This design comes from an exercise in tuning for small area, a short achievable clock period and few clock cycles on the open sky130 flow, not from production work. RTL that was checked went through simulation tests only; none was proved equivalent to the original. Power figures rest on the tool's default switching activity, not on a simulated workload.

run a:
## dot_core
module dot_core (
    input  wire        clk,
    input  wire        rst,           
    input  wire        op_valid,
    output wire        op_ready,
    input  wire [4:0]  op,
    input  wire [7:0]  arg_x,         
    input  wire [7:0]  arg_y,         
    input  wire        arg_state,
    input  wire [7:0]  arg_width,
    input  wire [7:0]  arg_height,
    input  wire [7:0]  arg_rows,      
    input  wire [7:0]  arg_addr,
    input  wire [7:0]  arg_data,
    input  wire [15:0] arg_level,     
    input  wire [7:0]  arg_button,
    input  wire [15:0] arg_fps,
    output reg         done,
    output reg         refused,
    output wire [31:0] result,
    output wire [7:0]  spr_addr,
    input  wire [7:0]  spr_data,
    input  wire        in_left,
    input  wire        in_right,
    input  wire [31:0] now_ms,
    output reg         din,
    output reg         sclk,
    output reg         cs_n
);
    localparam [4:0] OP_CLEAR      = 5'h01;
    localparam [4:0] OP_FILL       = 5'h02;
    localparam [4:0] OP_SETPIXEL   = 5'h03;
    localparam [4:0] OP_GETPIXEL   = 5'h04;
    localparam [4:0] OP_DRAWSPRITE = 5'h05;
    localparam [4:0] OP_SENDCMD    = 5'h09;
    localparam [4:0] OP_BEGIN      = 5'h0A;
    localparam [4:0] OP_SHOW       = 5'h0B;
    localparam [4:0] OP_SETBRIGHT  = 5'h0C;
    localparam [4:0] OP_UPDATE     = 5'h10;
  ...
Size: ~2300 cells after synthesis, roughly 270 flip-flops, about 190 I/O pins.
export LEC_CHECK = 0
export ABC_AREA = 1
export CAP_MARGIN = 20
export CORE_MARGIN = 2
export CORE_UTILIZATION = 40
export SLEW_MARGIN = 20
create_clock -name core_clock -period 30.0 [get_ports {clk}]
standard.sh (not shown) runs the stock make flow with config.mk's settings and CLKGATE_MAP_FILE= SYNTH_SCRIPT=/design/flow/synth_recipe.tcl, a recipe that flattens the netlist after the stock synthesis.
==> flow/flow/run.sh <==
#!/bin/bash
# The standard layout, with a plain buffer cell on every input and output
# port in place of the delay cell that buffer_ports picks by default.
set -euo pipefail
export BUFFER_PORTS_ARGS="-buffer_cell sky130_fd_sc_hd__buf_2"
bash standard.sh > standard.log 2>&1
Changes in run b relative to run a:
--- a/flow/design.v
+++ b/flow/design.v
@@ -162,22 +162,25 @@
             width_q   <= arg_width[3:0];
             height_q  <= arg_height;
             spr_bad_q <= wide | lt8(arg_rows, arg_height);
             res_hi_q  <= (op == OP_FRAMECOUNT);
             btn_q     <= {!(btn_l | btn_r), btn_r};
         end else if (spr_step) begin
             b_q      <= b_inc;
             height_q <= h_dec;
         end else if (div_step) begin
             {height_q, btn_q} <= fps_big ? 10'd0 : d_q;
             width_q           <= wf_div ? width_q + 4'd1 : 4'd1;
+        end else if (wf_wait) begin
+            a_q <= now_ms[7:0];
+            b_q <= now_ms[15:8];
         end
     end
     reg one_cycle;       
     reg bad_op;
     always @(*) begin
         one_cycle = 1'b0;
         bad_op    = 1'b0;
         case (op)
             OP_CLEAR, OP_FILL, OP_SETPIXEL, OP_UPDATE,
             OP_PRESSED, OP_RELEASED, OP_HELD, OP_CHORD: one_cycle = 1'b1;
             OP_GETPIXEL, OP_DRAWSPRITE, OP_SENDCMD, OP_BEGIN, OP_SHOW,
@@ -480,22 +483,23 @@
                     wf_div       <= 1'b1;
                 end
             end
             if (wf_div) begin
                 res_lo[10:0] <= d_r;
                 if (div_n == 4'd9) begin
                     wf_div  <= 1'b0;
                     wf_wait <= 1'b1;
                 end
             end
             fire_q <= wf_wait && frame_due;
+            if (wf_wait) res_lo <= now_ms[31:16];
+            if (fire_q) last_frame_ts <= {res_lo, b_q, a_q};
             frame_counter <= fc_inc;
             if (wf_wait && frame_due) begin
                 wf_wait       <= 1'b0;
-                last_frame_ts <= now_ms;
                 done          <= 1'b1;
                 refused       <= 1'b0;
                 rdy           <= 1'b1;
             end
         end
     end
 endmodule
[summary]
Lower critical path depth was reported by run b, not run a.
Die area, run b and run a: higher on run b
Between run b and run a, internal power summed over all cells is higher for run a, run b comes in under that.
Taking run a as the reference, in run b transition time at the pin with the least slew margin shows an increase of 0.0040 ns, met1 layer wirelength in the final routing shows an increase of 3.2%, time the worst path needs with I/O delays and setup shows a reduction of 0.39 ns, summed instance area of the synthesized netlist shows an increase of about 1%, switching part of the total shows an increase of 1.4 points.
On total power, run b tracks run a almost exactly.
NOTE number of global-route vias before repair run a->run b increased by a few percent
Run b vs. run a: slack of the critical path up 0.39 ns; final cell count flat.
Comparing post-route standard cell area excluding fillers for run b and run a, the smaller number came from run a.
Function was not checked in any run of this note: the RTL went through the layout flow alone.

== old ==
Another version of the RTL of dot_core (not shown whole).
For scale: roughly 270 flip-flops, ~190 I/O pins, ~17,000 um2 of cells after synthesis.
Settings: LEC_CHECK=0, ABC_AREA=1, CAP_MARGIN=20, CORE_MARGIN=2, CORE_UTILIZATION=60, CTS_BUF_LIST=sky130_fd_sc_hd__clkbuf_16, CTS_CLUSTER_DIAMETER=80, CTS_CLUSTER_SIZE=30, PLACE_DENSITY=0.75, SLEW_MARGIN=60; clock period 30.0 ns.
==> flow/flow/run.sh <==
#!/bin/bash
# The standard layout, with a plain buffer cell on every input and output
# port in place of the delay cell that buffer_ports picks by default.
set -euo pipefail
export BUFFER_PORTS_ARGS="-buffer_cell sky130_fd_sc_hd__buf_1"
bash standard.sh > standard.log 2>&1
Testbench counts of old, summed over its fixed seeds: cycles 110,563.
The following lists how new was set up differently from old:
--- a/flow/design.v
+++ b/flow/design.v
@@ -120,16 +120,15 @@
             lt2[1] = lt1[3] | (eq1[3] & lt1[2]);  eq2[1] = eq1[3] & eq1[2];
             lt8 = lt2[1] | (eq2[1] & lt2[0]);
         end
     endfunction
     reg rdy, stall, done_r;
     reg rdy_n;
-    reg fire_o;
     wire fire_q_w;
-    assign op_ready = rdy | fire_o;
-    assign done     = done_r | fire_o;
+    assign op_ready = rdy | fire_q_w;
+    assign done     = done_r | fire_q_w;
     wire ready = !stall | fire_q_w;
     wire acc = op_valid & ready;
     reg [7:0]  fb [0:7];
     reg        curr_left, curr_right, last_left, last_right, chord_latch;
     reg [15:0] left_hold_g, right_hold_g;
     reg [15:0] last_sample_ts;
@@ -149,12 +148,13 @@
     wire [7:0] bright   = lvl_neg ? 8'h00 : lvl_big ? 8'h0F : {4'h0, arg_level[3:0]};
     wire       wide     = (|arg_width[7:4]) | (arg_width[3] & (|arg_width[2:0]));
     wire       spr_step;
     wire       div_step;
     wire       fps_big;
     wire [9:0] d_q;
+    wire [3:0] div_n0;
     wire [7:0] b_inc = b_q + 8'd1;
     wire [7:0] h_dec = height_q - 8'd1;
     always @(posedge clk) begin
         if (ready) begin
             op_q      <= op;
             state_q   <= (op[4] | op[3]) ? in_left : arg_state;
@@ -172,13 +172,13 @@
             btn_q     <= {!(btn_ok & !arg_button[1]), arg_button[0]};
         end else if (spr_step) begin
             b_q      <= b_inc;
             height_q <= h_dec;
         end else if (div_step) begin
             {height_q, btn_q} <= fps_big ? 10'd0 : d_q;
-            width_q           <= wf_div ? width_q + 4'd1 : 4'd1;
+            width_q           <= wf_div ? width_q + 4'd1 : div_n0;
         end else if (wf_wait) begin
             a_q <= now_ms[7:0];
             b_q <= now_ms[15:8];
         end
     end
     reg one_cycle;       
@@ -290,24 +290,30 @@
         for (wi = 0; wi < 8; wi = wi + 1)
             col_mask[wi] = (a_q[7] || (wi >= a_q[2:0])) &&
                            !x_end[4] && (x_end[3:0] > wi);
     wire [7:0] spr_cols = rot4 & col_mask;
     reg        wf_div;        
     reg        wf_wait;       
-    reg        fire_q;        
+    reg        wf_arm, win_a_q, win_b_q;
+    wire       fire_q = wf_arm && !win_a_q && !win_b_q;
     assign fire_q_w = fire_q;
     wire [10:0] div_r = res_lo[10:0];
     wire [9:0]  div_q = {height_q, btn_q};
     wire [3:0]  div_n = width_q;
     wire [15:0] fps_full = {b_q, a_q};
     wire [9:0]  fps_lo   = fps_full[9:0];
     wire        fps_zero = (fps_full == 16'd0);
     assign      fps_big  = (|fps_full[15:10]) ||
                            ((&fps_full[9:5]) && (fps_full[4] || (fps_full[3] && (|fps_full[2:0]))));
-    wire [10:0] dr_in = wf_div ? div_r : 11'd0;
-    wire [9:0]  dq_in = wf_div ? div_q : 10'd1000;
+    wire        f_ge32 = |fps_lo[9:5];
+    wire        f_ge16 = fps_lo[4];
+    wire [10:0] dr_0   = f_ge32 ? 11'd31  : f_ge16 ? 11'd15  : 11'd0;
+    wire [9:0]  dq_0   = f_ge32 ? 10'd256 : f_ge16 ? 10'd640 : 10'd1000;
+    assign      div_n0 = f_ge32 ? 4'd6    : f_ge16 ? 4'd5    : 4'd1;
+    wire [10:0] dr_in = wf_div ? div_r : dr_0;
+    wire [9:0]  dq_in = wf_div ? div_q : dq_0;
     wire [10:0] d_t   = {dr_in[9:0], dq_in[9]};
     reg  [11:0] d_bw;
     reg  [10:0] d_diff;
     integer di;
     always @(*) begin
         d_bw[0] = 1'b0;
@@ -341,15 +347,14 @@
     end
     wire [21:0] hi_x   = now_ms[31:10] ^ last_frame_ts[31:10];
     wire        eq_a   = (hi_x == 22'd0);
     wire        eq_b   = (hi_x == hi_flip);
     wire        ge_ll  = ge10(now_ms[9:0], last_frame_ts[9:0]);
     wire        lt_tl  = !ge10(now_ms[9:0], tl_sum[9:0]);
-    wire        in_win = win_cross ? ((eq_a & ge_ll) | (eq_b & lt_tl)) : (eq_a & ge_ll & lt_tl);
-    wire        frame_due = !in_win;
-    wire        wf_fire = wf_wait && !fire_q && frame_due;
+    wire        win_a  = eq_a & ge_ll & (win_cross | lt_tl);
+    wire        win_b  = win_cross & eq_b & lt_tl;
     wire [31:0] fc_inc = inc32(frame_counter, fire_q);
     wire       fb_wdata = pend_clear ? fill_val : (pend_set ? state_q : 1'b1);
     wire       row_any  = (pend_set && in_range) || spr_wr;
     wire [7:0] row_sel  = {8{pend_clear}} | ({8{row_any}} & (8'd1 << b_q[2:0]));
     wire [7:0] col_sel  = {8{pend_clear}} | (pend_set ? (8'd1 << a_q[2:0]) : spr_cols);
     wire [7:0] row_set  = row_sel & {8{fb_wdata}};
@@ -470,14 +475,15 @@
             res_lo[10:0] <= d_r;
             if (div_n == 4'd9) begin
                 wf_div  <= 1'b0;
                 wf_wait <= 1'b1;
             end
         end
-        fire_q <= wf_fire;
-        fire_o <= wf_wait && !fire_o && frame_due;
+        wf_arm  <= wf_wait && !fire_q;
+        win_a_q <= win_a;
+        win_b_q <= win_b;
         if (wf_wait && !fire_q) res_lo <= now_ms[31:16];
         if (fire_q) last_frame_ts <= {res_lo, b_q, a_q};
         frame_counter <= fc_inc;
         if (fire_q) wf_wait <= 1'b0;
         if (rst) begin
             rdy_n           = 1'b1;
@@ -494,14 +500,13 @@
             frame_counter  <= 32'h0;
             spr_act        <= 1'b0;
             sy             <= 8'h0;
             tx_act         <= 1'b0;
             wf_div         <= 1'b0;
             wf_wait        <= 1'b0;
-            fire_q         <= 1'b0;
-            fire_o         <= 1'b0;
+            wf_arm         <= 1'b0;
             din            <= 1'b0;
             sclk           <= 1'b1;
             cs_n           <= 1'b1;
         end
         rdy   <= rdy_n;
         stall <= !rdy_n;
## What came out
- From old to new the numbers moved as follows: floorplan die width now larger; number of ordinary inverters in the final layout -11%; synthesized area shows an increase of 250 um2; part of the total power dissipated in the clock network decreased 1.1 points.
- Delta (new minus old): switching share of power went down, achievable clock frequency went down, final critical path time including I/O delays and setup went up, via count went up.
- Looking at switching power, new sits about 6% below old.
- Measured against each other, old and new differ in final cell count, the higher figure coming from new.
- Taking old as 1.0, new lands at 1.05 on first-pass GRT wire length.
- There was hardly any difference in core utilization of the finished layout between new and old.
For new, only the layout was checked, not whether the RTL still works.

## afterwards: timing with drivers on the ports
The results above use ideal ports. As a check the final layouts listed here were re-extracted and re-timed, cells and wires unchanged.
Step 1 sets driving cells, clkbuf_16 on the clock port and buf_2 on the other inputs (assumed; they add their load-dependent delay and slew).
Step 2 also shifts input and output timing later by t, the mid clock arrival at the registers, as if the neighbouring blocks saw the same clock.
Three values: ideal, step 1, step 2; two values: the first two.
run | t, ns | slack for setup (ns) | latest minus earliest clock arrival (ns)
run a | 0.601 | 21.621 / 21.659 / 21.058 | 0.023 / 0.023
run b | 0.596 | 22.015 / 22.040 / 21.444 | 0.020 / 0.020
old | 0.571 | 22.505 / 22.535 / 21.965 | 0.037 / 0.037
new | 0.558 | 22.174 / 22.122 / 22.087 | 0.023 / 0.023
After both steps setup and hold are still met in every run listed. The setup slack of run b, which loses most, moves by +0.025 ns with the drivers and by -0.571 ns with both steps.
